Source: an optimization exercise on an open RTL-to-GDS flow (aim: small area, a short achievable clock period and few clock cycles per item). Production flows keep margins and buffers that such runs may drop.
The RTL was checked by simulation tests, not by an equivalence proof against the original design.
Power is estimated from default activity; no workload was simulated.

job 6087:
// ble_tx
module ble_tx (
    input  wire       clk,
    input  wire       rst,
    input  wire       start_valid,
    output wire       start_ready,
    input  wire [5:0] start_channel,
    input  wire [1:0] start_phy,
    input  wire [4:0] start_plen,
    input  wire       in_valid,
    output wire       in_ready,
    input  wire [7:0] in_data,
    output reg        out_valid,
    input  wire       out_ready,
    output reg  [7:0] out_data,
    output reg        out_last
);
clock: 5.0 ns
lec_check: 0
cap_margin: 20
core_margin: 2
core_utilization: 35
cts_buf_list: sky130_fd_sc_hd__clkbuf_16
cts_cluster_diameter: 100
cts_cluster_size: 24
place_density: 0.6
setup_slack_margin: 2.75
slew_margin: 20
tns_end_percent: 0
standard.sh (not shown) runs the stock make flow with config.mk's settings and CLKGATE_MAP_FILE= SYNTH_SCRIPT=/design/flow/synth_recipe.tcl, a recipe that flattens the netlist after the stock synthesis.
==> flow/flow/run.sh <==
#!/bin/bash
# The standard layout, with real buffers (not delay cells) on the ports.
set -euo pipefail
export BUFFER_PORTS_ARGS="-buffer_cell sky130_fd_sc_hd__buf_4"
bash standard.sh finish > layout.log 2>&1
No stage failed in job 6087, and the final checks on the layout all came back clean.
Testbench counts of job 6087, summed over its fixed seeds: cycles 42,368, packets 384.
#### Input delta (job 5856 over job 6087)
- changing PLACE_DENSITY from 0.6 to 0.55
- changing CORE_UTILIZATION from 35 to 40
Relative to job 6087, job 5856 degrades worst-case headroom to the max-slew limit.
Job 5856 and job 6087 ended up with nearly the same relative area of clock buffers and inverters in the final design.
Changes observed in job 5856 relative to job 6087: post-route fraction of the period consumed by the critical path neither gained nor lost much; number of vias in the routed layout neither gained nor lost much.
#### Input delta (job 9153 over job 5856)
- PLACE_DENSITY now 0.6, was 0.55
Notes after the runs:
Re core area: no difference whatsoever between job 5856 and job 9153.
Summary — clock skew, job 9153 relative to job 5856: higher, by 12 ps.
~same clock-buffer cell count in job 9153 and job 5856
Input changes introduced in job 855 (baseline for comparison: job 9153):
- swapping 40 for 50 in CORE_UTILIZATION
- swapping 2.75 for 2.7 in SETUP_SLACK_MARGIN
- swapping 0.6 for 0.65 in PLACE_DENSITY
- clearing TNS_END_PERCENT, which used to be 0
## What came out
The higher number of non-clock buffers in the layout of job 9153 and job 855 is in job 855.
Side by side, placer congestion estimate turned out lower in job 855 than in job 9153.
Cell internal power dissipation ended up 2.0% higher on job 855 than on job 9153.
The library cell contributing the largest single delay on the critical path comes out sky130_fd_sc_hd__a2111oi_4 in one run and sky130_fd_sc_hd__dfxtp_4 in the other, namely in job 9153 and job 855 respectively.
From job 9153 to job 855 the numbers moved as follows: total power increased by about 1.7% relative to the old numbers, global-route wire length before repair went down.

* * *

Starting RTL as in the previous note.
==> flow/config.mk <==
export PLATFORM = sky130hd
export DESIGN_NAME = ble_tx
export DESIGN_NICKNAME = ble_tx
export VERILOG_FILES = /design/flow/design.v
export SDC_FILE = /design/flow/constraint.sdc
export NUM_CORES = 4
export LEC_CHECK = 0
export CAP_MARGIN = 20
export CORE_MARGIN = 2
export CORE_UTILIZATION = 40
export CTS_BUF_LIST = sky130_fd_sc_hd__clkbuf_16
export CTS_CLUSTER_DIAMETER = 100
export CTS_CLUSTER_SIZE = 30
export PLACE_DENSITY = 0.6
export SETUP_SLACK_MARGIN = 2.7
export SLEW_MARGIN = 20
==> flow/constraint.sdc <==
create_clock -name core_clock -period 5.0 [get_ports {clk}]
set_input_delay 1.0000 -clock core_clock [delete_from_list [all_inputs] [get_ports {clk}]]
set_output_delay 1.0000 -clock core_clock [all_outputs]
set_load 0.01 [all_outputs]
Scripts as last shown in full above: flow/flow/run.sh
The starting point finished clean.
Testbench counts at the start, summed over its fixed seeds: cycles 42,368, packets 384.
Then changed:
CTS_CLUSTER_SIZE = 24   (was 30)
TNS_END_PERCENT = 20   (was unset)
Result: Clock power goes up by about 8%; register-to-register slack got worse by 0.02 ns; routed wire length goes up by 2.7%; synthesized cell count does not change; setup slack got worse by 0.018 ns; sequential cell count is unchanged.
Then changed:
==> flow/flow/run.sh (replaced) <==
#!/bin/bash
# The standard layout, with real buffers (not delay cells) on the ports.
set -euo pipefail
export BUFFER_PORTS_ARGS="-buffer_cell sky130_fd_sc_hd__buf_2"
bash standard.sh finish > layout.log 2>&1
TNS_END_PERCENT = 0   (was 20)
What happened:
- sequential share of layout area climbs by 0.86 points
- via count hardly moves
- wire length drops by 3.0%

==> static timing again, ports no longer ideal <==
The flow's constraints put no driver on any port. The routed layouts listed below were extracted and timed again, unchanged, in two steps. Step 1: set_driving_cell puts a clkbuf_16 on clk and a buf_2 on each other input, an assumption about the parent block. Step 2 also shifts input and output timing later by t, the mid clock arrival at the registers, as if the neighbouring blocks saw the same clock. Slacks: no drivers / after step 1 / after step 2; pairs: no drivers / after step 1.
run	shift t [ns]	setup WS [ns]	worst data-port slew with drivers (ns)
job 6087	0.580	2.689 / 2.689 / 2.268	0.05
job 5856	0.570	2.693 / 2.693 / 2.173	0.04
job 9153	0.580	2.780 / 2.780 / 2.252	0.04
job 855	0.567	2.685 / 2.685 / 2.213	0.05
the first run of note 2	0.565	2.721 / 2.721 / 2.259	0.04
the second run of note 2	0.591	2.703 / 2.703 / 2.191	0.04
the third run of note 2	0.580	2.718 / 2.718 / 2.195	0.04
After both steps every run listed still meets setup and hold. For job 9153, which loses most, drivers alone change the setup slack by 0.000 ns; drivers and shift together by -0.528 ns.
